Background: an optimization exercise with open tools, aiming at small area. Do not read the settings as production practice. Function was checked by simulation only, so behaviour that the tests miss may differ from the original. Power is estimated from default activity; no workload was simulated.

==> flow/design.v (excerpt) <==
module tse (
    input  wire        clk,
    input  wire        rst,
    input  wire        req,
    input  wire        req_we,
    input  wire [8:0]  req_addr,
    input  wire [31:0] req_wdata,
    output reg         rsp_valid,
    output reg         rsp_err,
    output reg  [31:0] rsp_rdata
);
    localparam [2:0] E_NONE = 3'd0, E_CIV = 3'd1, E_OVF = 3'd2,
                     E_ILL  = 3'd3, E_EXH = 3'd4;
    reg  [2:0]  st_err;
    reg         st_trunc;
    reg  [4:0]  st_idx;
    reg         cfg_trunc;
    reg         z_argn, z_argw, z_res, z_date, z_time, z_yday;
    reg  [15:0] arg_n;
    reg  [4:0]  arg_w;
    reg  [15:0] result;
    reg  [31:0] ts_date;
    reg  [31:0] ts_time;
    reg  [15:0] ts_yday;
    reg  [1:0]  fcode;       
    reg  [5:0]  rd_ptr;
    reg  [1:0]  so_sym;
    reg  [5:0]  so_index;
    reg         popped;
    reg  [1:0]  psel;        
    reg  [1:0]  psym;        
    reg  [6:0]  ra;          
    reg         busy, fin;
    reg         prim;        
    reg         ppass;       
    reg         pq, pp;      
    reg         povf, ppar;  
    reg         pend_pop;    
    reg  [3:0]  k;
    reg  [3:0]  r1, r2, r3, r4, r5, r6;
    reg  [2:0]  r7;
  ...
For scale: about 1200 cells after synthesis, roughly 210 flip-flops, ~79 I/O pins.
Settings: LEC_CHECK=0, CAP_MARGIN=20, CORE_MARGIN=2, CORE_UTILIZATION=60, SLEW_MARGIN=20; clock period 20.0 ns.
standard.sh (not shown) runs the stock make flow with config.mk's settings and CLKGATE_MAP_FILE= SYNTH_SCRIPT=/design/flow/synth_recipe.tcl, a recipe that flattens the netlist after the stock synthesis.
==> flow/flow/run.sh <==
#!/bin/bash
# Standard ORFS layout (the standard.sh) with two changes:
#  - plain buf_1 cells as the port buffers instead of delay buffers;
#  - clock tree built from clkbuf_4 cells without dummy balancing loads.
set -euo pipefail
export BUFFER_PORTS_ARGS="-buffer_cell sky130_fd_sc_hd__buf_1"
export CTS_ARGS="-sink_clustering_enable -repair_clock_nets -dont_use_dummy_load -buf_list sky130_fd_sc_hd__clkbuf_4 -sink_clustering_size 10 -sink_clustering_max_diameter 40"
bash standard.sh finish > standard_flow.log 2>&1
Rerun with:
==> flow/flow/run.sh (replaced) <==
#!/bin/bash
# Standard ORFS layout (the standard.sh) with two changes:
#  - plain buf_1 cells as the port buffers instead of delay buffers;
#  - clock tree built from clkbuf_8 cells without dummy balancing loads.
set -euo pipefail
export BUFFER_PORTS_ARGS="-buffer_cell sky130_fd_sc_hd__buf_1"
export CTS_ARGS="-sink_clustering_enable -repair_clock_nets -dont_use_dummy_load -buf_list sky130_fd_sc_hd__clkbuf_8 -sink_clustering_size 16 -sink_clustering_max_diameter 55"
bash standard.sh finish > standard_flow.log 2>&1
CAP_MARGIN = 0   (was 20)
SLEW_MARGIN = 0   (was 20)
- flip-flop and latch count stays the same
- synthesized area does not change
- clock power rises by 13%
- total power rises by 3.7%

* * *

tse again, from the RTL that the note above started with.
Settings: LEC_CHECK=0, CAP_MARGIN=0, CORE_MARGIN=2, CORE_UTILIZATION=70, GPL_TIMING_DRIVEN=0, SLEW_MARGIN=0; clock period 20.0 ns.
==> flow/flow/run.sh <==
#!/bin/bash
# Standard ORFS layout (the standard.sh) with two changes:
#  - plain buf_1 cells as the port buffers instead of delay buffers;
#  - clock tree built from clkbuf_4 cells without dummy balancing loads.
set -euo pipefail
export BUFFER_PORTS_ARGS="-buffer_cell sky130_fd_sc_hd__buf_1"
export CTS_ARGS="-sink_clustering_enable -repair_clock_nets -dont_use_dummy_load -buf_list sky130_fd_sc_hd__clkbuf_4 -sink_clustering_size 10 -sink_clustering_max_diameter 40"
bash standard.sh finish > standard_flow.log 2>&1
The starting point produced a clean layout.
Rerun with:
Settings changed: CAP_MARGIN 0 to 20, CORE_UTILIZATION 70 to 60, SLEW_MARGIN 0 to 20.
Effect: The new run passed the timing, design-rule and antenna checks. Via count drops by about 4.3%. Power is about the same. Worst hold slack gets worse by 0.020 ns. Critical path depth is unchanged. Design area barely changes. Routed wire length decreases by about 0.5%. Fmax came out lower by about 1.5%. Area after synthesis does not change. Count of clock-buffer cells in the layout is unchanged.
Rerun with:
Settings changed: CAP_MARGIN 20 to 0, GPL_TIMING_DRIVEN 0 to default, SLEW_MARGIN 20 to 0.
What happened:
- clock-buffer cell count came out lower by 4
- routed wire length came out lower by 3.2%
- fmax came out higher by 0.58%

## separate check: timing with driven ports
The results above use ideal ports. As a check the final layouts listed here were re-extracted and re-timed, cells and wires unchanged.
Step 1: set_driving_cell puts a clkbuf_16 on clk and a buf_2 on each other input, an assumption about the parent block.
Step 2 adds t to the input delays and takes it off the output delays; t is the mean of the earliest and latest rising clock arrival at the registers after step 1. Input paths then give back, and output paths get back, about the clock's delay inside the block.
Slacks: no drivers / after step 1 / after step 2; pairs: no drivers / after step 1.
| run | t (ns) | setup WS [ns] | hold WS [ns] | worst slew at a driven data input, ns |
|---|---|---|---|---|
| the first run of note 1 | 0.750 | 11.101 / 11.054 / 11.805 | 0.386 / 0.386 / 0.386 | 0.07 |
| the second run of note 1 | 0.562 | 11.242 / 11.197 / 11.759 | 0.449 / 0.449 / 0.449 | 0.07 |
| the first run of note 2 | 0.662 | 11.171 / 11.126 / 11.789 | 0.468 / 0.468 / 0.468 | 0.04 |
| the second run of note 2 | 0.649 | 11.035 / 10.990 / 11.639 | 0.448 / 0.448 / 0.448 | 0.04 |
| the third run of note 2 | 0.752 | 11.087 / 11.042 / 11.794 | 0.402 / 0.402 / 0.402 | 0.07 |
After both steps every run listed still meets setup and hold.
